From an optimization exercise on the open Yosys and OpenROAD flow, aimed at small area and a short achievable clock period; shortcuts taken in it are not production practice. At most, simulation tests tie the RTL to the original design; equivalence was not proved. For runs 1 to 3, only the layout was checked, not whether the RTL still works. Power is estimated from default activity; no workload was simulated.

--- flow/design.v ---
module frame_detect (
    input  wire         clk,
    input  wire         rst,           
    input  wire         in_valid,
    input  wire [15:0]  in_mag,
    output reg          msg_valid,
    output reg          msg_long,
    output wire [111:0] msg_data
);
    reg         rst_q;           
    reg         ev;              
    reg         ev_w;            
    reg  [15:0] x;               
    always @(posedge clk) begin
        rst_q <= rst;
        ev    <= in_valid & ~rst;
        ev_w  <= in_valid;
        x     <= in_mag;
    end
    reg [15:0] w1, w2, w3, w4, w5, w6, w7, w8, w9, w10, w11;
    always @(posedge clk) begin
        if (ev_w) begin
            w1 <= x;  w2 <= w1; w3 <= w2; w4 <= w3; w5 <= w4;
            w6 <= w5; w7 <= w6; w8 <= w7; w9 <= w8; w10 <= w9;
            w11 <= w10;
        end
    end
    function gt;
        input [17:0] a, b;
        reg   [31:0] g, e;   
        integer i, st;
        begin
            g = 32'd0;
            e = 32'hffffffff;
            g[17:0] = a & ~b;
            e[17:0] = a | ~b;
            for (st = 1; st < 32; st = st * 2)
                for (i = 0; i < 32; i = i + 2 * st) begin
                    g[i] = g[i + st] | (e[i + st] & g[i]);
                    e[i] = e[i + st] & e[i];
                end
            gt = g[0];
        end
    endfunction
    wire g1 = gt({2'b00, w1}, {2'b00, x});   
    wire g2 = gt({2'b00, w2}, {2'b00, x});
    wire g3 = gt({2'b00, w3}, {2'b00, x});
    wire g4 = gt({2'b00, w4}, {2'b00, x});
    wire g5 = gt({2'b00, w5}, {2'b00, x});
    wire g6 = gt({2'b00, w6}, {2'b00, x});
    wire l1 = gt({2'b00, x}, {2'b00, w1});   
    reg q1, q2, q3, q4, q5;
    always @(posedge clk) begin
        if (ev) begin
            q1 <= g1;
            q2 <= q1 & g2;
            q3 <= q2 & g3;
            q4 <= q3 & g4;
            q5 <= q4 & g5;
        end
    end
    reg  [17:0] part_q;
    reg  [15:0] mean_q;
    reg  [17:0] mean3_q;
    reg         mean_nz;
    wire [17:0] peak_sum = part_q + x;
    always @(posedge clk)
        if (ev_w) begin
            part_q  <= w8 + w6 + w1;
            mean_q  <= peak_sum[17:2];
            mean3_q <= 3 * mean_q;
            mean_nz <= mean_q != 16'd0;
        end
    wire quiet = mean_nz &&
                 gt(mean3_q, {2'b00, w11}) && gt(mean3_q, {2'b00, w9}) &&
                 gt(mean3_q, {2'b00, w4})  && gt(mean3_q, {2'b00, w2});
    reg        seen;             
    reg [14:1] pv;
    wire       verdict = pv[14] & q5 & g6;      
    always @(posedge clk) begin
        if (rst_q) begin
            seen <= 1'b0;
            pv   <= 14'd0;
        end else if (ev) begin
            seen   <= 1'b1;
            pv[1]  <= seen & g1;                 
            pv[2]  <= pv[1] & l1;                
            pv[3]  <= pv[2];
            pv[4]  <= pv[3];
            pv[5]  <= pv[4];
            pv[6]  <= pv[5] & q3 & g4;           
            pv[7]  <= pv[6] & l1;                
            pv[8]  <= pv[7] & g1;                
            pv[9]  <= pv[8] & l1;                
            pv[10] <= pv[9];
            pv[11] <= pv[10] & quiet;            
            pv[12] <= pv[11];
            pv[13] <= pv[12];
            pv[14] <= pv[13];
        end
    end
    reg        act;              
    reg        cur_long;
    reg  [7:0] fc;
    reg        pend;
    reg  [6:0] pc;
    reg [55:0] p, q;
    reg        stg;              
    reg        e_skip_end;       
    reg        e_pres_long;      
    reg        e_pres_short;     
    reg        e_lo;             
    reg        e_hi;             
    reg        e_to_p;           
    reg        e_to_q;           
    reg        e_move;           
    wire       cont   = act & ~e_skip_end;
    wire       act_n  = cont | (~act & verdict);
    wire       long_n = (act & (fc == 8'd1)) ? g1 : cur_long;
    wire       pend_n = (pend & ~e_pres_short) | (e_skip_end & ~cur_long);
    wire       stg_n  = (stg & ~e_move) | (act & (fc == 8'd1) & pend);
    wire       lo_n   = cont & ~fc[0] & (fc <= 8'd110);
    wire       hi_n   = cont & ~fc[0] & (fc >= 8'd112) & (fc <= 8'd222) & long_n;
    always @(posedge clk) begin
        if (rst_q) begin
            act          <= 1'b0;
            pend         <= 1'b0;
            stg          <= 1'b0;
            e_skip_end   <= 1'b0;
            e_pres_long  <= 1'b0;
            e_pres_short <= 1'b0;
            e_lo         <= 1'b0;
            e_hi         <= 1'b0;
            e_to_p       <= 1'b0;
            e_to_q       <= 1'b0;
            e_move       <= 1'b0;
        end else if (ev) begin
            act      <= act_n;
            cur_long <= long_n;
            pend     <= pend_n;
            stg      <= stg_n;
            fc       <= act ? fc + 8'd1 : 8'd0;
            pc       <= pend ? pc + 7'd1 : 7'd0;
            e_skip_end   <= cont & (fc == (long_n ? 8'd237 : 8'd125));
            e_pres_long  <= cont & long_n & (fc == 8'd222);
            e_pres_short <= pend_n & pend & (pc == 7'd95);
            e_lo         <= lo_n;
            e_hi         <= hi_n;
            e_to_p       <= lo_n & ~(pend_n | stg_n);
            e_to_q       <= (lo_n & (pend_n | stg_n)) | hi_n;
            e_move       <= stg_n & ~pend_n & ~lo_n & ~hi_n;
        end
    end
    always @(posedge clk) begin
        if (ev) begin
            if (e_to_p)
                p <= {p[54:0], g1};
            else if (e_move)
                p <= q;
            if (e_to_q)
                q <= {q[54:0], g1};
        end
    end
    reg [55:0] lo;
    always @(posedge clk) begin
        msg_valid <= ev & ~rst & (e_pres_long | e_pres_short);
        if (ev & (e_pres_long | e_pres_short))
            msg_long <= e_pres_long;
        lo <= {q[54:0], g1} & {56{ev & e_pres_long}};
    end
    assign msg_data = {p, lo};
endmodule
--- flow/flow/run.sh ---
#!/bin/bash
set -euo pipefail
export BUFFER_PORTS_ARGS="-buffer_cell sky130_fd_sc_hd__buf_2"
export SETUP_SLACK_MARGIN=6.6
bash standard.sh > flow.log 2>&1
--- flow/standard.sh ---
#!/bin/bash
# synth_recipe.tcl (not shown) runs the flow's synth.tcl, then flattens the netlist and writes it again
# the make line also repeats each setting of config.mk as NAME=value (left out here)
make -C /OpenROAD-flow-scripts/flow DESIGN_CONFIG=/design/flow/config.mk WORK_HOME=/design/flow/orfs CLKGATE_MAP_FILE= SYNTH_SCRIPT=/design/flow/synth_recipe.tcl "${@:-finish}"
--- flow/config.mk ---
export PLATFORM = sky130hd
export DESIGN_NAME = frame_detect
export DESIGN_NICKNAME = frame_detect
export VERILOG_FILES = /design/flow/design.v
export SDC_FILE = /design/flow/constraint.sdc
export NUM_CORES = 4
export LEC_CHECK = 0
export ABC_AREA = 1
export CAP_MARGIN = 20
export CORE_MARGIN = 2
export CORE_UTILIZATION = 40
export CTS_BUF_LIST = sky130_fd_sc_hd__clkbuf_16
export CTS_CLUSTER_DIAMETER = 80
export CTS_CLUSTER_SIZE = 30
export SLEW_MARGIN = 20
--- flow/constraint.sdc ---
create_clock -name core_clock -period 10.0 [get_ports {clk}]
set_input_delay 2.0000 -clock core_clock [delete_from_list [all_inputs] [get_ports {clk}]]
set_output_delay 2.0000 -clock core_clock [all_outputs]
set_load 0.01 [all_outputs]
==> flow_summary.yaml, run 1 <==
power:
  pwr_density_cell_nw_per_um2: 211.3
  peakVddDrop_mv: 0.1498
  leakagePower_nw: 9.247
  p_sw_mw: 1.551
  combPwrFrac_pct: 21.5
  sequentialPowerShare_pct: 50.0
  clockPowerShare_pct: 28.4
  p_int_mw: 3.259
  p_sw_share_pct: 32.25
placed_design:
  dpl_cell_area_um2: 21660
  port-buffer-count: 132
  dpl.cell_count: 2671
  gp_congestion: 0.9345
  hpwl_mm: 31.10
finish:
  fin_nets: 2125
  antennaDiodeCount: 0
  fin_cells: 2723
  layout-drive-gt1-share_pct: 12.14
  syn2layout_area_growth_pct: 12.40
  stdcell_area_um2: 22770
clocking:
  cts.repair.resized: 0
  htree_levels: 1
  root_buffer: "clkbuf_16"
  cts_made_buffers: 28
  clock_latency_ps: 610
  clkTransAtPathRegs_ps: 110
  cts_setup_buffers: 0
  cts.sinks: 463
  cts_tree: "yes"
  cts.path.max_buffers: 3
  postCtsHoldBufs: 0
yosys:
  synth_most_common_cell: "nand2_1"
  synthTopCellsByCount: "nand2_1, edfxtp_1, inv_1, nor2_1, o21ai_0"
  ys_seq_area_share_pct: 63.70
  yosysUniqueCellTypes: 52
  synthTopCellsByArea: "edfxtp_1, dfxtp_1, nand2_1, inv_1, ha_1"
  async_flop_share_pct: 0
  avgSynthCellArea_um2: 10.68
  ys_seq_elements: 463
  synth-edff-count: 363
  ys_warn_count: 1
  syn_inst: 1897
  synth_nets: 1993
  synth_top_area_share_pct: 53.81
  syn_area_um2: 20260
  synth_top_area_cell: "edfxtp_1"
  ys.flop_type: "edfxtp_1"
timing:
  slew_headroom_pct: 32.40
  fin_crit_sh_pct: 32.33
  fin_tns_setup_ps: 0
  fin_skew_ps: 23.33
  finalSetupViolCount: 0
  drv_slew: 0
  rsz0062_at_grt: "false"
  fmax_mhz: 309.3
  hold_viol_final: 0
  worst_pin_slew_ps: 1014
  timing.final.crit_period_ps: 3233
critical_path:
  required_ps: 8000
  critPathTopFamily: "flip-flops"
  r2r-start: "ev_w$_DFF_P_"
  startpoint_type: "flip-flop"
  crit_arrival_ps: 1230
  reg2regPathDepth: 2
  path_buf_inv: 1
  cp_slowest_cell: "edfxtp_1"
  cp-end-kind: "output port"
  critPathMaxStageDelay_ps: 450
  path_cells: "buf_2"
  cp_max_fo: 2
  path_depth: 1
  r2r-end: "w11[5]$_DFFE_PP_"
  crit_type: "flip-flop to output port"
  reg2reg_slack_ps: 6990
floorplanning:
  initial_utilization_pct: 40.46
  fp.coreArea_um2: 50070
  die_height_um: 229.0
  die_x_um: 229.0
  io_pins: 133
  rows: 82
  die_area_um2: 52450
grt:
  grt.overflow.total: 0
  antenna_found_initial: 0
  grt_pass1_vias: 13070
  grt_pass1_wl_mm: 69.61
  grt_max_degree: 114
  grt_use_total_pct: 16.45
min_path:
  min-delay-start: "w7[7]$_DFFE_PP_"
  holdPathEnd: "w8[7]$_DFFE_PP_"
  hold_path.class: "flip-flop to flip-flop"
  whs_path_depth: 0
route:
  wl_mm: 43.50
  drc: 0
  drt_pass1_iterations: 5
  wire_per_inst_um: 15.98
  antenna_left: 0
  via_per_inst: 5.004
  num_vias: 13630
  first_iter_violations: 1032
outcome:
  outcome: "finished clean"
flow_run:
  max_cap_violations: 0
[layer usage]
layer	global-route usage [%]	wire [um]	vias up
li1	-	-	6684
met5	0	0	-
met1	23.65	20240	6488
met2	26.25	19640	394
met3	2.029	2597	60
met4	4.688	1020	0
[stage by stage]
step,util [%],total power [mW],worst slack [ps],hold WS [ps]
final,45.47,4.810,6767,423.2
after detailed placement,43.26,3.480,6733,404.5
after CTS,45.47,4.856,6716,418.1
after global routing,45.47,5.094,6707,422.9
after global placement,43.26,3.462,6779,400.3
after floorplan,-,3.177,7144,400.3
[placed cells by master, fill, tap and decap left out, drive strengths merged, types with 27 or more instances in the layout]
cell type	instances
buf	138
inv	256
a21oi	115
dfxtp	100
xor2	32
clkbuf	28
o21ai	151
nand3	65
ha	59
o22ai	27
nand2	383
nor2	182
edfxtp	363
[power by group through the flow]
stage,registers [mW],logic (mW),clock network (mW)
2_1_floorplan,2.39,0.784,0
3_3_place_gp,2.45,1.02,0
3_5_place_dp,2.45,1.03,0
4_1_cts,2.41,1.04,1.41
5_1_grt,2.43,1.19,1.48
6_report,2.41,1.04,1.37
[area by class of cell]
cell class,count,area (um2)
Fill cell,4673,27300
Multi-Input combinational cell,1151,6270
Sequential cell,463,12910
Timing Repair Buffer,138,709.4
Clock inverter,24,405.4
Clock buffer,28,700.7
Tap cell,672,840.8
Inverter,247,932.1
[cell families after synthesis]
group                      count (synthesis)  share of synthesized area [%]
buffers and inverters                    283                          5.399
DFF                                      463                          63.70
AOI/OAI and AO/OA                        343                          9.531
muxes                                      1                        0.05559
adders and majority gates                 78                          5.473
xor gates and xnor gates                  43                          1.859
and+or+nand+nor                          686                          13.98
[worst register-to-register path: stages, from the launching register on]
cell	delay (ps)
dfxtp_4	970
buf_4	890
buf_6	680
[registers in the layout, summed over array words and instances (netlist names), 18 cells and up]
name     count
p           56
part_q      18
q           56
mean3_q     18
lo          56
[how the worst max path moves through the flow]
stage | start | endpoint | slack (ps)
5_1_grt | p[42]$_DFFE_PP_ | msg_data[98] | 6710
4_1_cts | ev_w$_DFF_P_ | w4[2]$_DFFE_PP_ | 6720
6_report | p[10]$_DFFE_PP_ | msg_data[66] | 6770
3_5_place_dp | ev_w$_DFF_P_ | w7[0]$_DFFE_PP_ | 6730
2_1_floorplan | e_to_p$_SDFFE_PP0P_ | p[0]$_DFFE_PP_ | 7140
3_3_place_gp | ev_w$_DFF_P_ | part_q[0]$_DFFE_PP_ | 6780
==> inputs of run 2 (changes only) <==
--- a/flow/design.v
+++ b/flow/design.v
@@ -161,12 +161,15 @@
                 q <= {q[54:0], g1};
         end
     end
-    reg [55:0] lo;
+    reg [3:0] lng;
     always @(posedge clk) begin
         msg_valid <= ev & ~rst & (e_pres_long | e_pres_short);
         if (ev & (e_pres_long | e_pres_short))
             msg_long <= e_pres_long;
-        lo <= {q[54:0], g1} & {56{ev & e_pres_long}};
+        lng[0] <= e_pres_long;
+        lng[1] <= e_pres_long & ev;
+        lng[2] <= e_pres_long & ~e_pres_short;
+        lng[3] <= e_pres_long & ~rst;
     end
-    assign msg_data = {p, lo};
+    assign msg_data = {p, q & {{14{lng[3]}}, {14{lng[2]}}, {14{lng[1]}}, {14{lng[0]}}}};
 endmodule
==> flow_summary.yaml, run 2 <==
critical_path:
  crit_arrival_ps: 1320
  crit_type: "flip-flop to output port"
  startpoint_type: "flip-flop"
  cp_slowest_cell: "dfxtp_4"
  cp-end-kind: "output port"
  critPathMaxStageDelay_ps: 470
  path_cells: "nand2_1, inv_1, buf_2"
  path_buf_inv: 2
  cp_max_fo: 14
  critPathTopFamily: "flip-flops"
  required_ps: 8000
floorplanning:
  fp.coreArea_um2: 47750
  die_x_um: 224.0
  die_area_um2: 50190
  die_height_um: 224.0
  initial_utilization_pct: 40.56
  io_pins: 133
  rows: 80
finish:
  final_common_cell: "nand2_1"
  fin_util_pct: 45.36
  layout-drive-gt1-share_pct: 12.32
  fin_nets: 2123
  syn2layout_area_growth_pct: 11.84
  fill_cells: 4444
  final_cell_mix: "nand2_1, edfxtp_1, inv_1"
  reg.largest.list: "p (56), q (56)"
  antennaDiodeCount: 0
grt:
  grt.overflow.total: 0
  grt_pass1_vias: 12530
  grt_pass1_wl_mm: 67.61
  antenna_found_initial: 0
  grt_use_total_pct: 16.93
  grt_max_degree: 175
yosys:
  yosysUniqueCellTypes: 52
  syn_inst: 1897
  ys_seq_elements: 411
  ys_seq_area_share_pct: 61.24
  synthTopCellsByCount: "nand2_1, edfxtp_1, inv_1, nor2_1, a21oi_1"
  ys.flop_type: "edfxtp_1"
  synth_top_area_share_pct: 56.28
  synth-edff-count: 363
  synth_top_area_cell: "edfxtp_1"
  syn_area_um2: 19370
  ys_warn_count: 1
  synth_most_common_cell: "nand2_1"
  async_flop_share_pct: 0
  synth_nets: 1993
  avgSynthCellArea_um2: 10.21
  synthTopCellsByArea: "edfxtp_1, nand2_1, dfxtp_1, inv_1, ha_1"
route:
  wl_mm: 43.29
  via_per_inst: 5.066
  drc: 0
  antenna_left: 0
  wire_per_inst_um: 16.27
  num_vias: 13480
  drt_pass1_iterations: 5
  first_iter_violations: 986
outcome:
  outcome: "finished clean"
timing:
  finalSetupViolCount: 0
  drv_slew: 0
  worst_pin_slew_ps: 1081
  fin_tns_setup_ps: 0
  hold_viol_final: 0
  fin_crit_sh_pct: 33.16
  timing.final.crit_period_ps: 3316
  slew_headroom_pct: 27.92
  fmax_mhz: 301.6
  setup_ws_ps: 6684
  fin_skew_ps: 18.32
  rsz0062_at_grt: "false"
power:
  p_int_mw: 2.982
  p_sw_share_pct: 33.45
  p_sw_mw: 1.499
  peakVddDrop_mv: 0.1528
  combPwrFrac_pct: 23.8
  clockPowerShare_pct: 27.0
  leakagePower_nw: 9.347
  pwr_density_cell_nw_per_um2: 206.9
  sequentialPowerShare_pct: 49.2
placed_design:
  port-buffer-count: 132
  gp_congestion: 0.8734
  pre_cts_slack_ps: 6997
  hpwl_mm: 31.28
clocking:
  cts.sinks: 411
  cts_made_buffers: 25
  cts.path.max_buffers: 3
  root_buffer: "clkbuf_16"
  cts_tree: "yes"
  cts_setup_buffers: 0
  clock_latency_ps: 570
  htree_levels: 1
  clkTransAtPathRegs_ps: 110
flow_run:
  max_cap_violations: 0
min_path:
  hold_path.class: "flip-flop to flip-flop"
==> run 2: cell count changes in the layout (fill, tap and decap cells not counted), sizes merged, moves of 5 or more <==
cell | previous run | this run
clkinv | 14 | 8
inv | 256 | 249
nand4 | 9 | 14
nand3 | 65 | 57
o21ai | 151 | 117
nand2 | 383 | 552
a21oi | 115 | 98
nor3 | 16 | 10
dfxtp | 100 | 48
nor2 | 182 | 137
==> run 2: stage by stage <==
stage | instance area [um2] | hold WS, ps | power [mW] | std cells
detailed placement | 20730 | 404.5 | 3.309 | 2615
finish | 21660 | 412.0 | 4.482 | 2660
floorplan | 19370 | 385.1 | 2.997 | 1897
global placement | 20730 | 400.2 | 3.280 | 2615
global route | 21660 | 419.1 | 4.731 | 2660
CTS | 21660 | 418.4 | 4.524 | 2660
==> run 2: power by group through the flow <==
stage | clock network, mW | logic [mW] | registers (mW)
final | 1.21 | 1.07 | 2.21
after global routing | 1.30 | 1.20 | 2.23
after CTS | 1.25 | 1.07 | 2.20
after detailed placement | 0 | 1.07 | 2.24
after global placement | 0 | 1.04 | 2.24
after floorplan | 0 | 0.806 | 2.19
==> run 2: cells by family (layout without fill, tap and decap cells) <==
| kind of cell | Yosys count | in the layout | share of synthesized area [%] |
|---|---|---|---|
| compound gates | 285 | 285 | 8.308 |
| xor+xnor | 45 | 45 | 2.113 |
| fa+ha+maj | 78 | 78 | 5.724 |
| buf+inv | 273 | 421 | 5.446 |
| flops | 411 | 411 | 61.24 |
| simple gates | 805 | 805 | 17.17 |
==> run 2: final timing paths <==
check                        start               end  slack (ps)  cells past startpoint
setup / recovery    lng[0]$_DFF_P_       msg_data[4]        6680                      3
hold / removal    w7[12]$_DFFE_PP_  w8[12]$_DFFE_PP_         410                      0
setup reg to reg        ev$_DFF_P_   p[48]$_DFFE_PP_        7020                      3
hold reg to reg   w7[12]$_DFFE_PP_  w8[12]$_DFFE_PP_         410                      0
==> run 2: cell type report <==
type	instances	area [um2]	area share, %
Inverter	238	909.6	4.200
Tap cell	615	769.5	3.553
Sequential cell	411	11880	54.84
Multi-Input combinational cell	1213	6462	29.84
Clock buffer	25	625.6	2.888
Timing Repair Buffer	138	718.2	3.316
Clock inverter	20	295.3	1.363
==> run 2: timing repair <==
item                                    4_1_cts  5_1_grt
gates resized for setup                       6        1
endpoints found under the setup margin       56        2
cloned                                        0        0
hold buffers                                  0        0
==> run 2: per-layer routing <==
metal	routed length [um]	part of all wire (%)	vias to the layer above	track usage (%)
met5	0	0	-	0
met4	777	1.8	0	3.978
met3	2715	6.3	50	1.915
met2	19540	45	455	27.45
met1	20250	47	6351	24.42
li1	-	-	6620	-
==> inputs of run 3 (changes only) <==
==> flow/flow/run.sh (replaced) <==
#!/bin/bash
set -euo pipefail
export BUFFER_PORTS_ARGS="-buffer_cell sky130_fd_sc_hd__buf_2"
export SETUP_SLACK_MARGIN=6.8
bash standard.sh > flow.log 2>&1
==> flow_summary.yaml, run 3 <==
yosys:
  ys_warn_count: 1
  ys.flop_type: "edfxtp_1"
  synth_top_area_cell: "edfxtp_1"
  synthTopCellsByCount: "nand2_1, edfxtp_1, inv_1, nor2_1, a21oi_1"
  syn_area_um2: 19370
  synth-edff-count: 363
  yosysUniqueCellTypes: 52
  avgSynthCellArea_um2: 10.21
  synthTopCellsByArea: "edfxtp_1, nand2_1, dfxtp_1, inv_1, ha_1"
  synth_top_area_share_pct: 56.28
  synth_most_common_cell: "nand2_1"
  async_flop_share_pct: 0
  syn_inst: 1897
  synth_nets: 1993
  ys_seq_area_share_pct: 61.24
  ys_seq_elements: 411
finish:
  final_common_cell: "nand2_1"
  syn2layout_area_growth_pct: 14.42
  reg.largest.list: "p (56), q (56)"
  fin_nets: 2176
  final_cell_mix: "nand2_1, edfxtp_1, inv_1"
  layout-drive-gt1-share_pct: 15.20
  fill_cells: 4400
  antennaDiodeCount: 0
  fin_cells: 2713
  stdcell_area_um2: 22160
route:
  first_iter_violations: 1030
  via_per_inst: 5.080
  drc: 0
  num_vias: 13780
  antenna_left: 0
  wl_met3_mm: 2.485
  wl_mm: 44.03
  drt_pass1_iterations: 5
  wl_met1_mm: 20.79
  wire_per_inst_um: 16.23
  wl_met2_mm: 19.96
  highest-signal-layer: "met4"
clocking:
  root_buffer: "clkbuf_16"
  cts_made_buffers: 25
  cts.sinks: 411
  htree_levels: 1
  cts_tree: "yes"
  cts.path.max_buffers: 3
  clkTransAtPathRegs_ps: 110
  clock_latency_ps: 580
grt:
  grt_pass1_wl_mm: 68.20
  grt_max_degree: 175
  grt_pass1_vias: 12680
  antenna_found_initial: 0
  grt.overflow.total: 0
  grt_use_total_pct: 17.06
critical_path:
  critPathMaxStageDelay_ps: 390
  cp_slowest_cell: "dfxtp_4"
  cp_max_fo: 7
  path_cells: "buf_8, nand2_1, inv_1, buf_2"
  critPathTopFamily: "flip-flops"
  r2r-start: "w1[1]$_DFFE_PP_"
  cp-startpoint: "lng[0]$_DFF_P_"
  path_buf_inv: 3
  crit_arrival_ps: 1330
  required_ps: 8000
  crit_type: "flip-flop to output port"
  cp-end-kind: "output port"
  startpoint_type: "flip-flop"
floorplanning:
  rows: 80
  initial_utilization_pct: 40.56
  io_pins: 133
  die_x_um: 224.0
  die_height_um: 224.0
  fp.coreArea_um2: 47750
  die_area_um2: 50190
timing:
  finalSetupViolCount: 0
  fin_tns_setup_ps: 0
  hold_viol_final: 0
  fmax_mhz: 300.4
  drv_slew: 0
  fin_skew_ps: 20.99
  fin_crit_sh_pct: 33.29
  worst_pin_slew_ps: 1129
  rsz0062_at_grt: "true"
  slew_headroom_pct: 24.73
  timing.final.crit_period_ps: 3329
placed_design:
  gp_congestion: 0.8734
  hpwl_mm: 31.28
  dpl.cell_count: 2615
  dpl_cell_area_um2: 20730
  port-buffer-count: 132
power:
  peakVddDrop_mv: 0.1520
  leakagePower_nw: 9.610
  pwr_density_cell_nw_per_um2: 202.3
outcome:
  outcome: "finished clean"
min_path:
  min-delay-start: "e_pres_long$_SDFFE_PP0P_"
  hold_path.class: "flip-flop to flip-flop"
flow_run:
  max_cap_violations: 0
[run 3: cell count changes in the layout (fill, tap and decap cells not counted), moves of 2 or more]
cell,before,now
inv_2,18,22
buf_2,132,125
inv_1,218,213
buf_6,0,8
nand2_4,3,5
nand2_1,538,530
nand2_2,11,17
buf_4,5,54
[run 3: worst paths after layout]
kind,slack [ps],endpoint,cells past startpoint
max reg2reg,7150,part_q[11]$_DFFE_PP_,11
min,410,lng[0]$_DFF_P_,0
min reg2reg,410,lng[0]$_DFF_P_,0
max,6670,msg_data[7],4
[run 3: timing repair]
action,in CTS,in global routing
endpoints found under the hold margin,0,0
endpoints found under the setup margin,66,126
resized for setup,8,30
pin swaps,0,1
hold buffers,0,0
buffers inserted,35,17
gates cloned,0,1
[run 3: final cells by class]
class	instances	area, um2	area share (%)
Sequential cell	411	11880	53.62
Clock inverter	20	295.3	1.333
Timing Repair Buffer	190	1176	5.307
Inverter	238	913.4	4.122
Multi-Input combinational cell	1213	6492	29.30
Clock buffer	25	625.6	2.823
Tap cell	615	769.5	3.472
Timing Repair inverter	1	5.005	0.02258
[run 3: report_power, final]
part | internal, mW | leakage (nW) | switching [mW]
Sequential | 2.07 | 3.82 | 0.139
Combinational | 0.393 | 5.35 | 0.678
Clock | 0.524 | 0.446 | 0.684
[run 3: kinds of logic after synthesis]
| family | share of synthesized area (%) |
|---|---|
| flip-flops | 61.24 |
| AND/OR/NAND/NOR | 17.17 |
| adder cells (fa/ha/maj) | 5.724 |
| buffers and inverters | 5.446 |
| XOR/XNOR | 2.113 |
| AO/OA/AOI/OAI | 8.308 |
[run 3: metal layers]
| metal | global-route usage, % | up-vias |
|---|---|---|
| li1 | - | 6730 |
| met1 | 24.57 | 6564 |
| met2 | 27.70 | 436 |
| met3 | 1.889 | 52 |
| met4 | 4.065 | 0 |
| met5 | 0 | - |
[run 3: worst register-to-register path, cell delays in order (launching register included)]
cell and delay (ps):
edfxtp_1 460, fa_1 510, ha_1 230, fa_1 460, nand3_1 80, nand2_1 130
a21boi_1 230, o21ai_1 130, a21oi_1 140, nor2_1 50, nor2_1 110, xnor2_1 70
[run 3: through the flow]
step | total power [mW] | util (%) | hold slack, ps | worst slack, ps
after CTS | 4.524 | 45.92 | 418.4 | 6658
after global routing | 4.731 | 46.41 | 419.1 | 6615
after global placement | 3.280 | 43.41 | 400.2 | 7051
final | 4.482 | 46.41 | 411.0 | 6671
after detailed placement | 3.309 | 43.41 | 404.5 | 6997
after floorplan | 2.997 | - | 385.1 | 7057
==> inputs of run 4 (changes only) <==
--- a/flow/design.v
+++ b/flow/design.v
@@ -17,12 +17,11 @@
         ev_w  <= in_valid;
         x     <= in_mag;
     end
-    reg [15:0] w1, w2, w3, w4, w5, w6, w7, w8, w9, w10, w11;
+    reg [15:0] w1, w2, w3, w4, w5, w6, w7, w8, w9, w10;
     always @(posedge clk) begin
         if (ev_w) begin
             w1 <= x;  w2 <= w1; w3 <= w2; w4 <= w3; w5 <= w4;
             w6 <= w5; w7 <= w6; w8 <= w7; w9 <= w8; w10 <= w9;
-            w11 <= w10;
         end
     end
     function gt;
@@ -61,19 +60,16 @@
     end
     reg  [17:0] part_q;
     reg  [15:0] mean_q;
-    reg  [17:0] mean3_q;
-    reg         mean_nz;
     wire [17:0] peak_sum = part_q + x;
+    wire [17:0] mean3    = 3 * mean_q;
     always @(posedge clk)
         if (ev_w) begin
             part_q  <= w8 + w6 + w1;
             mean_q  <= peak_sum[17:2];
-            mean3_q <= 3 * mean_q;
-            mean_nz <= mean_q != 16'd0;
         end
-    wire quiet = mean_nz &&
-                 gt(mean3_q, {2'b00, w11}) && gt(mean3_q, {2'b00, w9}) &&
-                 gt(mean3_q, {2'b00, w4})  && gt(mean3_q, {2'b00, w2});
+    wire quiet = (mean_q != 16'd0) &&
+                 gt(mean3, {2'b00, w10}) && gt(mean3, {2'b00, w8}) &&
+                 gt(mean3, {2'b00, w3})  && gt(mean3, {2'b00, w1});
     reg        seen;             
     reg [14:1] pv;
     wire       verdict = pv[14] & q5 & g6;      
@@ -92,8 +88,8 @@
             pv[7]  <= pv[6] & l1;                
             pv[8]  <= pv[7] & g1;                
             pv[9]  <= pv[8] & l1;                
-            pv[10] <= pv[9];
-            pv[11] <= pv[10] & quiet;            
+            pv[10] <= pv[9] & quiet;             
+            pv[11] <= pv[10];
             pv[12] <= pv[11];
             pv[13] <= pv[12];
             pv[14] <= pv[13];
==> flow/flow/run.sh (replaced) <==
#!/bin/bash
set -euo pipefail
export BUFFER_PORTS_ARGS="-buffer_cell sky130_fd_sc_hd__buf_2"
export SETUP_SLACK_MARGIN=5.5
bash standard.sh > flow.log 2>&1
==> flow_summary.yaml, run 4 <==
clocking:
  cts_setup_buffers: 0
  cts.sinks: 376
  htree_levels: 1
  cts.path.max_buffers: 3
  cts.repair.resized: 0
  cts_tree: "yes"
  clkTransAtPathRegs_ps: 100
  root_buffer: "clkbuf_16"
  postCtsHoldBufs: 0
  cts_made_buffers: 24
  clock_latency_ps: 590
yosys:
  ys.flop_type: "edfxtp_1"
  synth_top_family_by_area: "simple AND/OR/NAND/NOR gates"
  synthSimpleGateAreaFrac_pct: 19.91
  async_flop_share_pct: 0
  ys_warn_count: 1
  synth_top_area_share_pct: 53.76
  syn_inst: 1870
  synth_xor_xnor_area_share_pct: 1.482
  ys_seq_elements: 376
  synth_compound_area_share_pct: 7.772
  ys_seq_area_share_pct: 59.01
  yosysUniqueCellTypes: 50
  synth_fa_ha_area_share_pct: 5.928
  syn_area_um2: 18320
  synth_top_area_cell: "edfxtp_1"
  synth_most_common_cell: "nand2_1"
  synthMuxAreaShare_pct: 0
  synthTopCellsByArea: "edfxtp_1, nand2_1, dfxtp_1, inv_1, ha_1"
  avgSynthCellArea_um2: 9.797
  synth_nets: 1965
  synth-edff-count: 328
  synthTopCellsByCount: "nand2_1, edfxtp_1, inv_1, nand3_1, nor2_1"
timing:
  slew_headroom_pct: 32.94
  timing.final.crit_period_ps: 3606
  finalSetupViolCount: 0
  worst_pin_slew_ps: 1006
  hold_viol_final: 0
  fin_crit_sh_pct: 36.06
  holdWs_ps: 422.9
  fin_tns_setup_ps: 0
  fmax_mhz: 277.3
  rsz0062_at_grt: "false"
  drv_slew: 0
  fin_skew_ps: 32.50
route:
  drc: 0
  antenna_left: 0
  via_per_inst: 5.114
  drt_pass1_iterations: 7
  wire_per_inst_um: 16.64
  first_iter_violations: 1272
  num_vias: 13420
  wl_mm: 43.68
grt:
  grt_pass1_wl_mm: 68.15
  grt_max_degree: 83
  grt.overflow.total: 0
  grt_use_total_pct: 18.01
  antenna_found_initial: 0
  grt_pass1_vias: 12530
power:
  p_sw_mw: 1.844
  leakagePower_nw: 9.144
  pwr_density_cell_nw_per_um2: 229.5
  p_sw_share_pct: 39.01
  totalPowerFinal_mw: 4.728
  peakVddDrop_mv: 0.1623
  clockPowerShare_pct: 24.3
  sequentialPowerShare_pct: 40.6
  p_int_mw: 2.883
  combPwrFrac_pct: 35.1
floorplanning:
  die_area_um2: 47530
  die_x_um: 218.0
  rows: 78
  fp.coreArea_um2: 45280
  initial_utilization_pct: 40.46
  io_pins: 133
  die_height_um: 218.0
critical_path:
  crit_arrival_ps: 1610
  cp_max_fo: 14
  critPathTopFamily: "flip-flops"
  path_buf_inv: 2
  startpoint_type: "flip-flop"
  path_cells: "nand2_1, inv_1, buf_2"
  cp-end-kind: "output port"
  required_ps: 8000
  critPathMaxStageDelay_ps: 670
  crit_type: "flip-flop to output port"
  cp_slowest_cell: "dfxtp_1"
finish:
  fill_cells: 4247
  final_cell_mix: "nand2_1, edfxtp_1, inv_1"
  syn2layout_area_growth_pct: 12.42
  fin_nets: 2102
  regArea_um2: 10820
  antennaDiodeCount: 0
  final_common_cell: "nand2_1"
  fin_cells: 2625
  layout-drive-gt1-share_pct: 11.85
  reg.largest.list: "p (56), q (56), part_q (18)"
  multi_input_area_um2: 6442
flow_run:
  max_cap_violations: 0
placed_design:
  hpwl_mm: 32.17
  port-buffer-count: 132
  gp_congestion: 0.8528
  dpl.cell_count: 2581
outcome:
  outcome: "finished clean"
min_path:
  hold_path.class: "flip-flop to flip-flop"
==> run 4: worst register-to-register path: stages (launching register included) <==
cell	delay, ps
edfxtp_1	470
fa_1	560
ha_1	190
inv_1	70
fa_1	450
nand3b_1	170
nand2_1	140
a21oi_1	130
o21ai_2	160
a21oi_1	100
o21bai_1	210
a21boi_1	130
o21ai_0	290
xor2_1	110
==> run 4: power by group through the flow <==
stage	Combinational [mW]	Clock [mW]	Sequential, mW
6_report	1.66	1.15	1.92
5_1_grt	1.89	1.23	1.93
4_1_cts	1.66	1.19	1.92
3_5_place_dp	1.65	0	1.96
3_3_place_gp	1.63	0	1.95
2_1_floorplan	1.25	0	1.93
==> run 4: per-stage QoR <==
step | utilization [%] | instance area [um2] | setup WS (ps)
after floorplan | - | 18320 | 6093
after global placement | 43.48 | 19690 | 6609
after detailed placement | 43.48 | 19690 | 6568
after CTS | 45.47 | 20590 | 6371
after global routing | 45.48 | 20590 | 6294
final | 45.48 | 20590 | 6394
==> run 4: path summary, 6_finish.rpt <==
kind / slack, ps / start / end / cells after the start
max: 6390 / lng[2]$_DFF_P_ / msg_data[37] / 3
min reg2reg: 420 / w7[6]$_DFFE_PP_ / w8[6]$_DFFE_PP_ / 0
max reg2reg: 6570 / w1[1]$_DFFE_PP_ / part_q[15]$_DFFE_PP_ / 13
min: 420 / w7[6]$_DFFE_PP_ / w8[6]$_DFFE_PP_ / 0
==> run 4: cells by family (layout without fill, tap and decap cells) <==
kind of cell             count (synthesis)  after routing
AND/OR/NAND/NOR                        864            864
flip-flops                             376            376
XOR/XNOR                                31             31
buffers and inverters                  287            442
adder cells (fa/ha/maj)                 76             76
AO/OA/AOI/OAI                          236            236
==> run 4: routing by layer <==
| metal | vias to the layer above | track usage, % | routed length [um] |
|---|---|---|---|
| met4 | 0 | 3.855 | 710 |
| li1 | 6573 | - | - |
| met2 | 409 | 28.89 | 19670 |
| met3 | 51 | 2.078 | 2811 |
| met5 | - | 0 | 0 |
| met1 | 6390 | 26.31 | 20490 |
==> run 4: area by class of cell <==
type / instances / share of cell area (%)
Timing Repair Buffer: 138 / 3.426
Clock inverter: 20 / 1.464
Sequential cell: 376 / 52.53
Clock buffer: 24 / 2.916
Multi-Input combinational cell: 1207 / 31.28
Inverter: 260 / 4.739
Tap cell: 600 / 3.645
==> inputs of run 5 (changes only) <==
==> flow/flow/run.sh (replaced) <==
#!/bin/bash
set -euo pipefail
export BUFFER_PORTS_ARGS="-buffer_cell sky130_fd_sc_hd__buf_2"
export SETUP_SLACK_MARGIN=6.3
bash standard.sh > flow.log 2>&1
==> flow_summary.yaml, run 5 <==
outcome:
  outcome: "finished clean"
timing:
  hold_viol_final: 0
  slew_headroom_pct: 32.74
  setup_ws_ps: 6403
  fmax_mhz: 278.0
  timing.final.crit_period_ps: 3597
  finalSetupViolCount: 0
  fin_tns_setup_ps: 0
  fin_crit_sh_pct: 35.97
  drv_slew: 0
  worst_pin_slew_ps: 1009
  fin_skew_ps: 32.31
  rsz0062_at_grt: "false"
grt:
  antenna_found_initial: 0
  grt_pass1_wl_mm: 68.03
  grt.overflow.total: 0
  grt_pass1_vias: 12700
  grt_use_total_pct: 18.01
  grt_max_degree: 79
yosys:
  synth-edff-count: 328
  synth_top_area_cell: "edfxtp_1"
  synth_nets: 1965
  async_flop_share_pct: 0
  ys_seq_elements: 376
  synthTopCellsByCount: "nand2_1, edfxtp_1, inv_1, nand3_1, nor2_1"
  synthTopCellsByArea: "edfxtp_1, nand2_1, dfxtp_1, inv_1, ha_1"
  ys.flop_type: "edfxtp_1"
  syn_area_um2: 18320
  ys_warn_count: 1
  synth_top_area_share_pct: 53.76
  ys_seq_area_share_pct: 59.01
  avgSynthCellArea_um2: 9.797
  syn_inst: 1870
  yosysUniqueCellTypes: 50
  synth_most_common_cell: "nand2_1"
floorplanning:
  rows: 78
  io_pins: 133
  fp.coreArea_um2: 45280
  die_area_um2: 47530
  initial_utilization_pct: 40.46
  die_height_um: 218.0
  die_x_um: 218.0
route:
  drc: 0
  wl_mm: 43.52
  num_vias: 13340
  antenna_left: 0
  drt_pass1_iterations: 5
  wire_per_inst_um: 16.58
  first_iter_violations: 1133
  via_per_inst: 5.080
critical_path:
  crit_arrival_ps: 1600
  crit_type: "flip-flop to output port"
  cp_max_fo: 14
  critPathMaxStageDelay_ps: 660
  cp_slowest_cell: "dfxtp_1"
  path_cells: "nand2_1, inv_1, buf_2"
  startpoint_type: "flip-flop"
  required_ps: 8000
  cp-end-kind: "output port"
placed_design:
  gp_congestion: 0.8603
  dpl.cell_count: 2581
  pre_cts_slack_ps: 6575
  dpl_cell_area_um2: 19690
  hpwl_mm: 32.17
  port-buffer-count: 132
clocking:
  cts_made_buffers: 24
  clkTransAtPathRegs_ps: 90
  root_buffer: "clkbuf_16"
  cts.sinks: 376
  cts_tree: "yes"
  cts.path.max_buffers: 3
  htree_levels: 1
  clock_latency_ps: 570
  cts_setup_buffers: 0
finish:
  syn2layout_area_growth_pct: 12.16
  final_cell_mix: "nand2_1, edfxtp_1, inv_1"
  stdcell_area_um2: 20550
  fin_cells: 2625
  fin_nets: 2102
  reg.largest.list: "p (56), q (56), part_q (18)"
  final_common_cell: "nand2_1"
  layout-drive-gt1-share_pct: 11.75
  antennaDiodeCount: 0
power:
  totalPowerFinal_mw: 4.690
  leakagePower_nw: 9.130
  pwr_density_cell_nw_per_um2: 228.2
  peakVddDrop_mv: 0.1258
min_path:
  hold_path.class: "flip-flop to flip-flop"
flow_run:
  max_cap_violations: 0
[run 5: cell counts after synthesis]
No cell type changed its count.
[run 5: metrics by stage]
step | util, % | hold slack (ps)
final | 45.37 | 410.5
after global routing | 45.37 | 429.3
after CTS | 45.37 | 411.8
after detailed placement | 43.48 | 388.8
after global placement | 43.48 | 385.6
after floorplan | - | 373.5
[run 5: layout make-up]
class                      instances  area [um2]
timing repair buffer             138       705.7
clock inverter                    19       227.7
sequential                       376       10820
inverter                         260       975.9
tap                              600       750.7
multi-input combinational       1207        6442
fill                            4274       24740
clock buffer                      25       625.6
[run 5: report_power, final]
| part | total (mW) | switching, mW | internal [mW] |
|---|---|---|---|
| clock network | 1.10 | 0.601 | 0.498 |
| registers | 1.92 | 0.0908 | 1.83 |
| logic | 1.67 | 1.12 | 0.550 |
[run 5: worst paths after layout]
check                                             to  cells past startpoint  slack [ps]              from
worst max-delay path                    msg_data[41]                      3        6400    lng[2]$_DFF_P_
worst min-delay path                w8[12]$_DFFE_PP_                      0         410  w7[12]$_DFFE_PP_
worst max register to register  part_q[15]$_DFFE_PP_                     13        6580   w1[1]$_DFFE_PP_
worst min register to register      w8[12]$_DFFE_PP_                      0         410  w7[12]$_DFFE_PP_
[run 5: worst max-delay path: cells and delay by family, from the launching register on]
kind / cells / cell delay (ps)
simple gates: 1 / 160
buf+inv: 2 / 220
flops: 1 / 660
[run 5: per-layer routing]
metal,up-vias,wire [um],share of wire [%],global-route usage [%]
met4,0,1207,2.8,4.921
met1,6312,21000,48,25.99
li1,6574,-,-,-
met2,385,18990,44,28.53
met3,64,2329,5.4,2.385
met5,-,0,0,0
[run 5: kinds of logic (layout without fill, tap and decap cells)]
| family | Yosys count | in the layout | share of synthesized area (%) |
|---|---|---|---|
| buf+inv | 287 | 442 | 5.901 |
| flops | 376 | 376 | 59.01 |
| compound gates | 236 | 236 | 7.772 |
| xor+xnor | 31 | 31 | 1.482 |
| simple gates | 864 | 864 | 19.91 |
| fa+ha+maj | 76 | 76 | 5.928 |
[run 5: timing repair]
item	4_1_cts	5_1_grt
hold buffers	0	0
setup endpoints to repair	0	1
resized for setup	0	1
==> inputs of run 6 (changes only) <==
==> flow/flow/run.sh (replaced) <==
#!/bin/bash
set -euo pipefail
export BUFFER_PORTS_ARGS="-buffer_cell sky130_fd_sc_hd__buf_2"
export SETUP_SLACK_MARGIN=6.7
bash standard.sh > flow.log 2>&1
==> flow_summary.yaml, run 6 <==
clocking:
  cts_tree: "yes"
  cts_made_buffers: 24
  root_buffer: "clkbuf_16"
  clock_latency_ps: 570
  htree_levels: 1
  cts.path.max_buffers: 3
  clkTransAtPathRegs_ps: 110
  cts.sinks: 376
  postCtsHoldBufs: 0
finish:
  antennaDiodeCount: 0
  layout-drive-gt1-share_pct: 16.24
  reg.largest.list: "p (56), q (56), part_q (18)"
  syn2layout_area_growth_pct: 15.44
  fin_nets: 2134
  fill_cells: 4212
  final_common_cell: "nand2_1"
  stdcell_area_um2: 21150
  final_cell_mix: "nand2_1, edfxtp_1, inv_1"
placed_design:
  port-buffer-count: 132
  dpl_cell_area_um2: 19690
  pre_cts_slack_ps: 6575
  gp_congestion: 0.8603
  hpwl_mm: 32.17
floorplanning:
  fp.coreArea_um2: 45280
  die_x_um: 218.0
  initial_utilization_pct: 40.46
  rows: 78
  io_pins: 133
  die_area_um2: 47530
  die_height_um: 218.0
yosys:
  synth-edff-count: 328
  synthTopCellsByArea: "edfxtp_1, nand2_1, dfxtp_1, inv_1, ha_1"
  syn_inst: 1870
  synth_nets: 1965
  yosysUniqueCellTypes: 50
  ys.flop_type: "edfxtp_1"
  ys_seq_area_share_pct: 59.01
  synth_top_area_cell: "edfxtp_1"
  async_flop_share_pct: 0
  ys_warn_count: 1
  synthTopCellsByCount: "nand2_1, edfxtp_1, inv_1, nand3_1, nor2_1"
  ys_seq_elements: 376
  syn_area_um2: 18320
  avgSynthCellArea_um2: 9.797
  synth_top_area_share_pct: 53.76
  synth_most_common_cell: "nand2_1"
route:
  drt_pass1_iterations: 6
  num_vias: 13520
  drc: 0
  first_iter_violations: 1044
  wl_mm: 44.18
  via_per_inst: 5.090
  wl_met2_mm: 19.55
  wl_met1_mm: 20.89
  antenna_left: 0
  highest-signal-layer: "met4"
  wire_per_inst_um: 16.63
  wl_met3_mm: 2.563
power:
  peakVddDrop_mv: 0.1268
  pwr_density_cell_nw_per_um2: 222.2
  totalPowerFinal_mw: 4.700
  leakagePower_nw: 9.299
timing:
  setup_ws_ps: 6682
  fin_crit_sh_pct: 33.18
  holdWs_ps: 408.8
  hold_viol_final: 0
  timing.final.crit_period_ps: 3318
  fin_tns_setup_ps: 0
  finalSetupViolCount: 0
  slew_headroom_pct: 32.70
  fin_skew_ps: 31.84
  rsz0062_at_grt: "true"
  drv_slew: 0
  fmax_mhz: 301.4
  worst_pin_slew_ps: 1010
min_path:
  hold_path.class: "flip-flop to flip-flop"
critical_path:
  startpoint_type: "flip-flop"
  cp-end-kind: "output port"
  required_ps: 8000
  crit_type: "flip-flop to output port"
  crit_arrival_ps: 1320
  cp_max_fo: 7
grt:
  grt_max_degree: 79
  grt_pass1_wl_mm: 68.37
  grt_use_total_pct: 18.10
  antenna_found_initial: 0
  grt.overflow.total: 0
  grt_pass1_vias: 12800
outcome:
  outcome: "finished clean"
flow_run:
  max_cap_violations: 0
-- run 6: cell count changes in the layout (fill, tap and decap cells not counted), sizes merged --
| cell | previous run | this run |
|---|---|---|
| buf | 138 | 170 |
-- run 6: logic make-up after synthesis --
family	count (synthesis)	share of synthesized area [%]
xor gates and xnor gates	31	1.482
DFF	376	59.01
adders and majority gates	76	5.928
buffers and inverters	287	5.901
and+or+nand+nor	864	19.91
AOI/OAI and AO/OA	236	7.772
-- run 6: repair_timing --
item	CTS	global route
setup endpoints to repair	58	56
buffers inserted	21	11
pin swaps	4	13
resized for setup	11	111
endpoints found under the hold margin	0	0
-- run 6: cell type report --
class / count / area (um2) / area share (%)
Timing Repair Buffer: 170 / 1184 / 5.597
Inverter: 260 / 975.9 / 4.615
Clock inverter: 19 / 227.7 / 1.077
Sequential cell: 376 / 10830 / 51.22
Tap cell: 600 / 750.7 / 3.550
Clock buffer: 25 / 625.6 / 2.958
Multi-Input combinational cell: 1207 / 6551 / 30.98
-- run 6: stage by stage --
step                utilization, %  cells
floorplan                        -   1870
global placement             43.48   2581
detailed placement           43.48   2581
CTS                          45.76   2646
global route                 46.70   2657
finish                       46.70   2657
-- run 6: routing by layer --
| layer | up-vias | global-route usage (%) |
|---|---|---|
| li1 | 6641 | - |
| met1 | 6447 | 26.07 |
| met2 | 373 | 28.76 |
| met3 | 62 | 2.371 |
| met4 | 0 | 4.921 |
| met5 | - | 0 |
-- run 6: path summary, 6_finish.rpt --
check / slack [ps] / from / endpoint / cells after the start
max: 6680 / lng[3]$_DFF_P_ / msg_data[48] / 4
min: 410 / w7[12]$_DFFE_PP_ / w8[12]$_DFFE_PP_ / 0
max reg2reg: 6880 / w1[1]$_DFFE_PP_ / part_q[15]$_DFFE_PP_ / 13
min reg2reg: 410 / w7[12]$_DFFE_PP_ / w8[12]$_DFFE_PP_ / 0
-- run 6: where the power goes --
part	switching, mW	internal [mW]
Sequential	0.0901	1.83
Combinational	1.12	0.557
Clock	0.603	0.498
-- run 6: critical path, cell delays in order, from the launching register on --
cell and delay, ps:
dfxtp_4 370, buf_6 130, nand2_1 80, inv_1 40, buf_2 130
==> inputs of run 7 (changes only) <==
==> flow/flow/run.sh (replaced) <==
#!/bin/bash
set -euo pipefail
export BUFFER_PORTS_ARGS="-buffer_cell sky130_fd_sc_hd__buf_2"
export SETUP_SLACK_MARGIN=6.6
bash standard.sh > flow.log 2>&1
==> flow_summary.yaml, run 7 <==
power:
  leakagePower_nw: 9.141
  peakVddDrop_mv: 0.1264
  pwr_density_cell_nw_per_um2: 228.0
critical_path:
  path_depth: 3
  crit_type: "flip-flop to output port"
  crit_arrival_ps: 1320
  required_ps: 8000
  cp_slowest_cell: "edfxtp_1"
  cp-startpoint: "q[51]$_DFFE_PP_"
  critPathTopFamily: "flip-flops"
  startpoint_type: "flip-flop"
  cp-end-kind: "output port"
  reg2reg_slack_ps: 6810
  crit_end: "msg_data[51]"
  r2r-end: "part_q[15]$_DFFE_PP_"
  critPathMaxStageDelay_ps: 470
  cp_max_fo: 3
  r2r-start: "w1[1]$_DFFE_PP_"
  path_buf_inv: 2
  reg2regPathDepth: 13
  path_cells: "nand2_1, inv_1, buf_2"
timing:
  drv_slew: 0
  worst_pin_slew_ps: 1004
  fmax_mhz: 301.6
  fin_crit_sh_pct: 33.16
  holdWs_ps: 407.5
  hold_viol_final: 0
  timing.final.crit_period_ps: 3316
  rsz0062_at_grt: "false"
  fin_tns_setup_ps: 0
  slew_headroom_pct: 33.09
  finalSetupViolCount: 0
  fin_skew_ps: 31.10
grt:
  grt.overflow.total: 0
  antenna_found_initial: 0
  grt_pass1_wl_mm: 68.03
  grt_use_total_pct: 18.01
  grt_max_degree: 79
  grt_pass1_vias: 12710
yosys:
  syn_inst: 1870
  synth_compound_area_share_pct: 7.772
  synth_xor_xnor_area_share_pct: 1.482
  synthMuxAreaShare_pct: 0
  yosysUniqueCellTypes: 50
  async_flop_share_pct: 0
  synthTopCellsByArea: "edfxtp_1, nand2_1, dfxtp_1, inv_1, ha_1"
  synthSimpleGateAreaFrac_pct: 19.91
  ys.flop_type: "edfxtp_1"
  ys_seq_elements: 376
  synthTopCellsByCount: "nand2_1, edfxtp_1, inv_1, nand3_1, nor2_1"
  ys_seq_area_share_pct: 59.01
  syn_area_um2: 18320
  synth_top_area_share_pct: 53.76
  synth_nets: 1965
  avgSynthCellArea_um2: 9.797
  synth_fa_ha_area_share_pct: 5.928
  synth_top_area_cell: "edfxtp_1"
  ys_warn_count: 1
  synth-edff-count: 328
  synth_top_family_by_area: "simple AND/OR/NAND/NOR gates"
  synth_most_common_cell: "nand2_1"
route:
  num_vias: 13360
  drt_pass1_iterations: 5
  antenna_left: 0
  wire_per_inst_um: 16.60
  drc: 0
  first_iter_violations: 1117
  wl_mm: 43.59
  via_per_inst: 5.086
placed_design:
  hpwl_mm: 32.17
  dpl_cell_area_um2: 19690
  port-buffer-count: 132
  gp_congestion: 0.8603
clocking:
  postCtsHoldBufs: 0
  clock_latency_ps: 570
  root_buffer: "clkbuf_16"
  clkTransAtPathRegs_ps: 110
  cts_tree: "yes"
  cts.path.max_buffers: 3
  htree_levels: 1
  cts_made_buffers: 24
  cts.sinks: 376
finish:
  reg.largest.list: "p (56), q (56), part_q (18)"
  final_cell_mix: "nand2_1, edfxtp_1, inv_1"
  fin_nets: 2103
  stdcell_area_um2: 20590
  final_common_cell: "nand2_1"
  syn2layout_area_growth_pct: 12.38
  layout-drive-gt1-share_pct: 12.24
  antennaDiodeCount: 0
outcome:
  outcome: "finished clean"
floorplanning:
  fp.coreArea_um2: 45280
  initial_utilization_pct: 40.46
  die_area_um2: 47530
  die_x_um: 218.0
  io_pins: 133
  die_height_um: 218.0
  rows: 78
min_path:
  hold_path.class: "flip-flop to flip-flop"
flow_run:
  max_cap_violations: 0
run 7: cell counts after synthesis:
Identical to the previous run, type by type.
run 7: stage by stage:
stage	std cells	util [%]	worst slack (ps)	power, mW
after floorplan	1870	-	6940	3.181
after global placement	2581	43.48	6606	3.575
after detailed placement	2581	43.48	6575	3.614
after CTS	2625	45.39	6610	4.726
after global routing	2626	45.47	6609	5.031
final	2626	45.47	6684	4.695
run 7: logic make-up after synthesis:
logic type	Yosys count
AND/OR/NAND/NOR	864
AO/OA/AOI/OAI	236
buffers and inverters	287
adder cells (fa/ha/maj)	76
XOR/XNOR	31
flip-flops	376
run 7: area by class of cell:
type / count / area [um2]
Sequential cell: 376 / 10830
Tap cell: 600 / 750.7
Inverter: 260 / 975.9
Multi-Input combinational cell: 1207 / 6462
Clock inverter: 19 / 227.7
Timing Repair Buffer: 139 / 713.2
Fill cell: 4272 / 24690
Clock buffer: 25 / 625.6
run 7: what timing repair did:
item,in CTS,in global routing
endpoints found under the setup margin,58,9
resized for setup,8,8
buffers inserted,0,1
pin swaps,0,3
run 7: layer usage:
layer  up-vias  track usage [%]  share of wire (%)
met2       434            28.54                 44
met3        62            2.385                6.0
met5         -                0                  0
met1      6282            25.98                 48
li1       6578                -                  -
met4         0            4.921                2.7
run 7: where the power goes:
part	total (mW)	internal, mW	switching, mW
registers	1.92	1.83	0.0906
logic	1.68	0.553	1.12
clock network	1.10	0.498	0.602
run 7: how the worst min path moves through the flow:
stage          slack (ps)  depth (start not counted)           endpoint                startpoint
6_report              410                          0   w8[12]$_DFFE_PP_          w7[12]$_DFFE_PP_
4_1_cts               410                          0    w8[2]$_DFFE_PP_           w7[2]$_DFFE_PP_
5_1_grt               430                          0  w10[11]$_DFFE_PP_          w9[11]$_DFFE_PP_
3_3_place_gp          390                          0     lng[0]$_DFF_P_  e_pres_long$_SDFFE_PP0P_
3_5_place_dp          390                          0     lng[0]$_DFF_P_  e_pres_long$_SDFFE_PP0P_
2_1_floorplan         370                          0     lng[0]$_DFF_P_  e_pres_long$_SDFFE_PP0P_
run 7: worst register-to-register path: stages, from the launching register on:
cell and delay [ps]:
edfxtp_1 470, fa_1 560, ha_2 190, inv_1 60, fa_1 440, nand3b_1 190, nand2_2 120, a21oi_2 90
o21ai_2 150, a21oi_1 110, o21bai_2 200, a21boi_2 100, o21ai_2 170, xor2_1 80
==> inputs of run 8 (changes only) <==
--- a/flow/config.mk
+++ b/flow/config.mk
@@ -12,4 +12,5 @@
 export CTS_BUF_LIST = sky130_fd_sc_hd__clkbuf_16
 export CTS_CLUSTER_DIAMETER = 80
 export CTS_CLUSTER_SIZE = 30
+export PLACE_DENSITY = 0.7
 export SLEW_MARGIN = 20
==> flow_summary.yaml, run 8 <==
min_path:
  hold_path.class: "flip-flop to flip-flop"
  min-delay-start: "w9[13]$_DFFE_PP_"
grt:
  grt_pass1_vias: 12660
  grt_max_degree: 77
  antenna_found_initial: 0
  grt_pass1_wl_mm: 66.99
  grt-busiest-layer: "met2"
  grt.overflow.total: 0
  grt_use_total_pct: 17.54
  met3_usage_pct: 1.674
  grt_use_met1_pct: 25.10
  met2_usage_pct: 28.83
placed_design:
  port-buffer-count: 132
  hpwl_mm: 31.93
  gp_congestion: 0.9060
  dpl.cell_count: 2582
yosys:
  synthTopCellsByCount: "nand2_1, edfxtp_1, inv_1, nand3_1, nor2_1"
  async_flop_share_pct: 0
  synthTopCellsByArea: "edfxtp_1, nand2_1, dfxtp_1, inv_1, ha_1"
  yosysUniqueCellTypes: 50
  synth_most_common_cell: "nand2_1"
  syn_area_um2: 18320
  synth_top_area_share_pct: 53.76
  ys_seq_elements: 376
  synth_nets: 1965
  avgSynthCellArea_um2: 9.797
  synth_top_area_cell: "edfxtp_1"
  ys.flop_type: "edfxtp_1"
  ys_warn_count: 1
  syn_inst: 1870
  ys_seq_area_share_pct: 59.01
  synth-edff-count: 328
clocking:
  root_buffer: "clkbuf_16"
  cts.path.max_buffers: 3
  clkTransAtPathRegs_ps: 100
  cts_made_buffers: 23
  cts.sinks: 376
  clock_latency_ps: 560
  cts_tree: "yes"
  postCtsHoldBufs: 0
  htree_levels: 1
power:
  pwr_density_cell_nw_per_um2: 228.7
  leakagePower_nw: 9.133
  peakVddDrop_mv: 0.1117
timing:
  fin_tns_setup_ps: 0
  fin_skew_ps: 36.02
  fmax_mhz: 299.1
  slew_headroom_pct: 37.00
  finalSetupViolCount: 0
  worst_pin_slew_ps: 945.1
  rsz0062_at_grt: "true"
  fin_crit_sh_pct: 33.44
  hold_viol_final: 0
  drv_slew: 0
  timing.final.crit_period_ps: 3344
finish:
  reg.largest.list: "p (56), q (56), part_q (18)"
  fin_cells: 2624
  antennaDiodeCount: 0
  syn2layout_area_growth_pct: 12.40
  final_common_cell: "nand2_1"
  fin_nets: 2103
  final_cell_mix: "nand2_1, edfxtp_1, inv_1"
  layout-drive-gt1-share_pct: 12.15
route:
  wl_mm: 43.12
  wire_per_inst_um: 16.43
  via_per_inst: 5.224
  first_iter_violations: 1509
  drt_pass1_iterations: 5
  antenna_left: 0
  drc: 0
  num_vias: 13710
critical_path:
  r2r-start: "w8[1]$_DFFE_PP_"
  crit_type: "flip-flop to output port"
  startpoint_type: "flip-flop"
  cp_max_fo: 3
  crit_arrival_ps: 1340
  required_ps: 8000
  cp-end-kind: "output port"
  cp-startpoint: "q[29]$_DFFE_PP_"
floorplanning:
  die_height_um: 218.0
  die_x_um: 218.0
  io_pins: 133
  rows: 78
  die_area_um2: 47530
  initial_utilization_pct: 40.46
  fp.coreArea_um2: 45280
flow_run:
  max_cap_violations: 0
outcome:
  outcome: "finished clean"
-- run 8: cell counts after synthesis --
No cell type changed its count.
-- run 8: what timing repair did --
item,4_1_cts,5_1_grt
setup buffers,0,1
pin swaps,0,4
resized for setup,8,8
endpoints found under the setup margin,58,10
-- run 8: path summary, 6_finish.rpt --
check                           slack (ps)              endpoint  depth (start not counted)
worst max-delay path                  6660          msg_data[29]                          3
worst min register to register         400     w10[13]$_DFFE_PP_                          0
worst min-delay path                   400     w10[13]$_DFFE_PP_                          0
worst max register to register        6750  part_q[15]$_DFFE_PP_                         13
-- run 8: kinds of logic (layout without fill, tap and decap cells) --
| family | count (synthesis) | count (layout) | synth area share, % |
|---|---|---|---|
| compound gates | 236 | 236 | 7.772 |
| xor+xnor | 31 | 31 | 1.482 |
| simple gates | 864 | 864 | 19.91 |
| fa+ha+maj | 76 | 76 | 5.928 |
| flops | 376 | 376 | 59.01 |
| buf+inv | 287 | 441 | 5.901 |
-- run 8: cell type report --
class	count	area (um2)
Fill cell	4179	24690
Sequential cell	376	10830
Multi-Input combinational cell	1207	6462
Inverter	260	975.9
Tap cell	600	750.7
Timing Repair Buffer	140	733.2
Clock buffer	23	575.6
Clock inverter	18	262.8
-- run 8: per-layer routing --
| metal | routed length [um] | share of wire, % | vias to the layer above |
|---|---|---|---|
| met5 | 0 | 0 | - |
| met2 | 19660 | 46 | 564 |
| met4 | 969 | 2.2 | 0 |
| li1 | - | - | 6568 |
| met3 | 3176 | 7.4 | 62 |
| met1 | 19310 | 45 | 6515 |
-- run 8: power breakdown --
part           switching [mW]  internal [mW]  leakage, nW
clock                   0.581          0.509        0.409
combinational            1.15          0.555         5.24
sequential             0.0902           1.83         3.48
-- run 8: stage by stage --
step	cell area [um2]	hold WS (ps)	setup slack [ps]	utilization (%)	power, mW
after detailed placement	19710	388.4	6590	43.53	3.612
after global placement	19690	379.0	6652	43.48	3.552
after CTS	20560	392.4	6633	45.41	4.705
after floorplan	18330	373.5	6940	-	3.181
final	20590	400.7	6656	45.47	4.710
after global routing	20590	413.4	6545	45.47	5.003
-- run 8: worst max-delay path: stages (launching register included) --
cell	delay (ps)
edfxtp_1	490
nand2_1	120
inv_1	50
buf_2	130
==> inputs of run 9 (changes only) <==
--- a/flow/config.mk
+++ b/flow/config.mk
@@ -12,5 +12,5 @@
 export CTS_BUF_LIST = sky130_fd_sc_hd__clkbuf_16
 export CTS_CLUSTER_DIAMETER = 80
 export CTS_CLUSTER_SIZE = 30
-export PLACE_DENSITY = 0.7
+export PLACE_DENSITY = 0.5
 export SLEW_MARGIN = 20
==> flow_summary.yaml, run 9 <==
floorplanning:
  die_area_um2: 47530
  die_height_um: 218.0
  rows: 78
  die_x_um: 218.0
  io_pins: 133
  fp.coreArea_um2: 45280
  initial_utilization_pct: 40.46
critical_path:
  cp_max_fo: 5
  r2r-end: "part_q[17]$_DFFE_PP_"
  crit_arrival_ps: 1370
  critPathMaxStageDelay_ps: 370
  r2r-start: "w8[1]$_DFFE_PP_"
  cp_slowest_cell: "dfxtp_4"
  startpoint_type: "flip-flop"
  reg2reg_slack_ps: 6770
  required_ps: 8000
  crit_type: "flip-flop to output port"
  cp-end-kind: "output port"
  path_cells: "buf_4, nand2_1, inv_1, buf_2"
  reg2regPathDepth: 14
finish:
  syn2layout_area_growth_pct: 13.67
  final_common_cell: "nand2_1"
  layout-drive-gt1-share_pct: 12.77
  antennaDiodeCount: 0
  final_cell_mix: "nand2_1, edfxtp_1, inv_1"
  fin_nets: 2111
  reg.largest.list: "p (56), q (56), part_q (18)"
  fill_cells: 4367
yosys:
  ys_warn_count: 1
  yosysUniqueCellTypes: 50
  synth_top_area_cell: "edfxtp_1"
  ys.flop_type: "edfxtp_1"
  syn_area_um2: 18320
  synthTopCellsByCount: "nand2_1, edfxtp_1, inv_1, nand3_1, nor2_1"
  ys_seq_area_share_pct: 59.01
  syn_inst: 1870
  synthTopCellsByArea: "edfxtp_1, nand2_1, dfxtp_1, inv_1, ha_1"
  synth_most_common_cell: "nand2_1"
  ys_seq_elements: 376
  async_flop_share_pct: 0
  synth-edff-count: 328
  avgSynthCellArea_um2: 9.797
  synth_top_area_share_pct: 53.76
  synth_nets: 1965
route:
  drt_pass1_iterations: 5
  first_iter_violations: 980
  drc: 0
  highest-signal-layer: "met4"
  wire_per_inst_um: 17.18
  num_vias: 13280
  via_per_inst: 5.038
  wl_met2_mm: 19.94
  wl_mm: 45.30
  wl_met3_mm: 2.543
  antenna_left: 0
  wl_met1_mm: 21.91
placed_design:
  hpwl_mm: 33.31
  pre_cts_slack_ps: 6579
  gp_congestion: 0.8497
  port-buffer-count: 132
power:
  peakVddDrop_mv: 0.1231
  p_sw_mw: 1.951
  p_int_mw: 2.960
  combPwrFrac_pct: 34.9
  leakagePower_nw: 9.240
  pwr_density_cell_nw_per_um2: 235.8
  p_sw_share_pct: 39.73
  sequentialPowerShare_pct: 39.1
  clockPowerShare_pct: 26.0
timing:
  drv_slew: 0
  timing.final.crit_period_ps: 3366
  fin_crit_sh_pct: 33.66
  setup_ws_ps: 6634
  fmax_mhz: 297.1
  rsz0062_at_grt: "true"
  worst_pin_slew_ps: 947.3
  hold_viol_final: 0
  fin_skew_ps: 24.24
  slew_headroom_pct: 36.85
  finalSetupViolCount: 0
  fin_tns_setup_ps: 0
clocking:
  htree_levels: 1
  root_buffer: "clkbuf_16"
  cts_tree: "yes"
  cts.sinks: 376
  postCtsHoldBufs: 0
  clkTransAtPathRegs_ps: 100
  clock_latency_ps: 590
  cts_made_buffers: 26
  cts.path.max_buffers: 3
grt:
  grt_pass1_vias: 12500
  grt.overflow.total: 0
  antenna_found_initial: 0
  grt_use_total_pct: 18.94
  grt_pass1_wl_mm: 70.87
  grt_max_degree: 75
min_path:
  min-delay-start: "e_pres_long$_SDFFE_PP0P_"
  holdPathEnd: "lng[0]$_DFF_P_"
  hold_path.class: "flip-flop to flip-flop"
  whs_path_depth: 0
flow_run:
  max_cap_violations: 0
outcome:
  outcome: "finished clean"
==> run 9: changes by cell type in the layout (fill, tap and decap cells not counted), sizes merged <==
cell | previous run | this run
buf | 140 | 145
clkbuf | 23 | 27
inv | 266 | 271
bufinv | 2 | 0
clkinvlp | 0 | 2
clkinv | 10 | 8
==> run 9: through the flow <==
stage | total power [mW] | hold slack, ps | util [%] | instance area [um2] | cells
6_report | 4.911 | 397.0 | 45.99 | 20830 | 2636
5_1_grt | 5.279 | 406.5 | 45.99 | 20830 | 2636
4_1_cts | 4.957 | 403.1 | 45.86 | 20760 | 2631
3_5_place_dp | 3.665 | 396.8 | 43.50 | 19700 | 2582
3_3_place_gp | 3.646 | 384.8 | 43.50 | 19700 | 2582
2_1_floorplan | 3.181 | 373.5 | - | 18330 | 1870
==> run 9: logic make-up after synthesis <==
logic type	share of synthesized area, %
XOR/XNOR	1.482
flip-flops	59.01
buffers and inverters	5.901
AND/OR/NAND/NOR	19.91
adder cells (fa/ha/maj)	5.928
AO/OA/AOI/OAI	7.772
==> run 9: worst max-delay path, delay by kind of cell (launching register included) <==
kind | cells | cell delay [ps]
buffers and inverters | 3 | 350
and+or+nand+nor | 1 | 60
DFF | 1 | 370
==> run 9: worst max-delay path by stage <==
stage | from | to | cells past startpoint
detailed placement | w1[1]$_DFFE_PP_ | part_q[17]$_DFFE_PP_ | 14
floorplan | w1[1]$_DFFE_PP_ | part_q[15]$_DFFE_PP_ | 13
global placement | w1[1]$_DFFE_PP_ | part_q[15]$_DFFE_PP_ | 13
CTS | lng[3]$_DFF_P_ | msg_data[50] | 3
finish | lng[0]$_DFF_P_ | msg_data[3] | 4
global route | w8[1]$_DFFE_PP_ | part_q[17]$_DFFE_PP_ | 14
==> run 9: power by group through the flow <==
stage                     clock network (mW)  registers (mW)  logic (mW)
after floorplan                            0            1.93        1.25
after global placement                     0            1.95        1.69
after detailed placement                   0            1.95        1.71
after CTS                               1.32            1.92        1.72
after global routing                    1.38            1.93        1.97
final                                   1.28            1.92        1.72
==> run 9: area by class of cell <==
cell class                 count  area, um2  share of cell area [%]
clock buffer                  27      675.6                   3.244
clock inverter                21      369.1                   1.772
inverter                     260      975.9                   4.686
multi-input combinational   1207       6459                   31.01
sequential                   376      10830                   52.01
tap                          600      750.7                   3.605
timing repair buffer         145      764.5                   3.671
==> run 9: what timing repair did <==
action,CTS,global route
setup endpoints to repair,58,18
gates resized for setup,9,9
pin swaps,0,6
setup buffers,1,5
==> run 9: per-layer routing <==
metal  track usage (%)  vias up
met3             2.162       39
met2             29.56      369
li1                  -     6585
met5                 0        -
met4             4.626        0
met1             28.14     6286

afterwards: timing with drivers on the ports:
Ports are ideal in the flow. The routed layouts listed here were re-timed in OpenROAD.
Step 1, drivers: a clkbuf_16 drives clk and a buf_2 each remaining input, both assumed.
Step 2 moves the port delays by t, midway between the first and last clock arrival at a register: inputs arrive t later, outputs are due t later. That takes back most of the time a late clock gives input paths.
Three values: no drivers, after step 1, after step 2; two values: the first two.
| run | t, ns | setup slack, ns | slew at the worst register clock pin (ns) |
|---|---|---|---|
| run 1 | 0.653 | 6.767 / 6.715 / 6.990 | 0.11 / 0.11 |
| run 2 | 0.617 | 6.684 / 6.633 / 7.017 | 0.11 / 0.11 |
| run 3 | 0.619 | 6.671 / 6.621 / 7.151 | 0.11 / 0.11 |
| run 4 | 0.627 | 6.394 / 6.340 / 6.575 | 0.12 / 0.12 |
| run 5 | 0.613 | 6.403 / 6.348 / 6.581 | 0.11 / 0.11 |
| run 6 | 0.613 | 6.682 / 6.627 / 6.882 | 0.11 / 0.11 |
| run 7 | 0.613 | 6.684 / 6.630 / 6.811 | 0.11 / 0.11 |
| run 8 | 0.599 | 6.656 / 6.606 / 6.754 | 0.11 / 0.11 |
| run 9 | 0.635 | 6.634 / 6.580 / 6.768 | 0.11 / 0.11 |
After both steps every run listed still meets setup and hold.
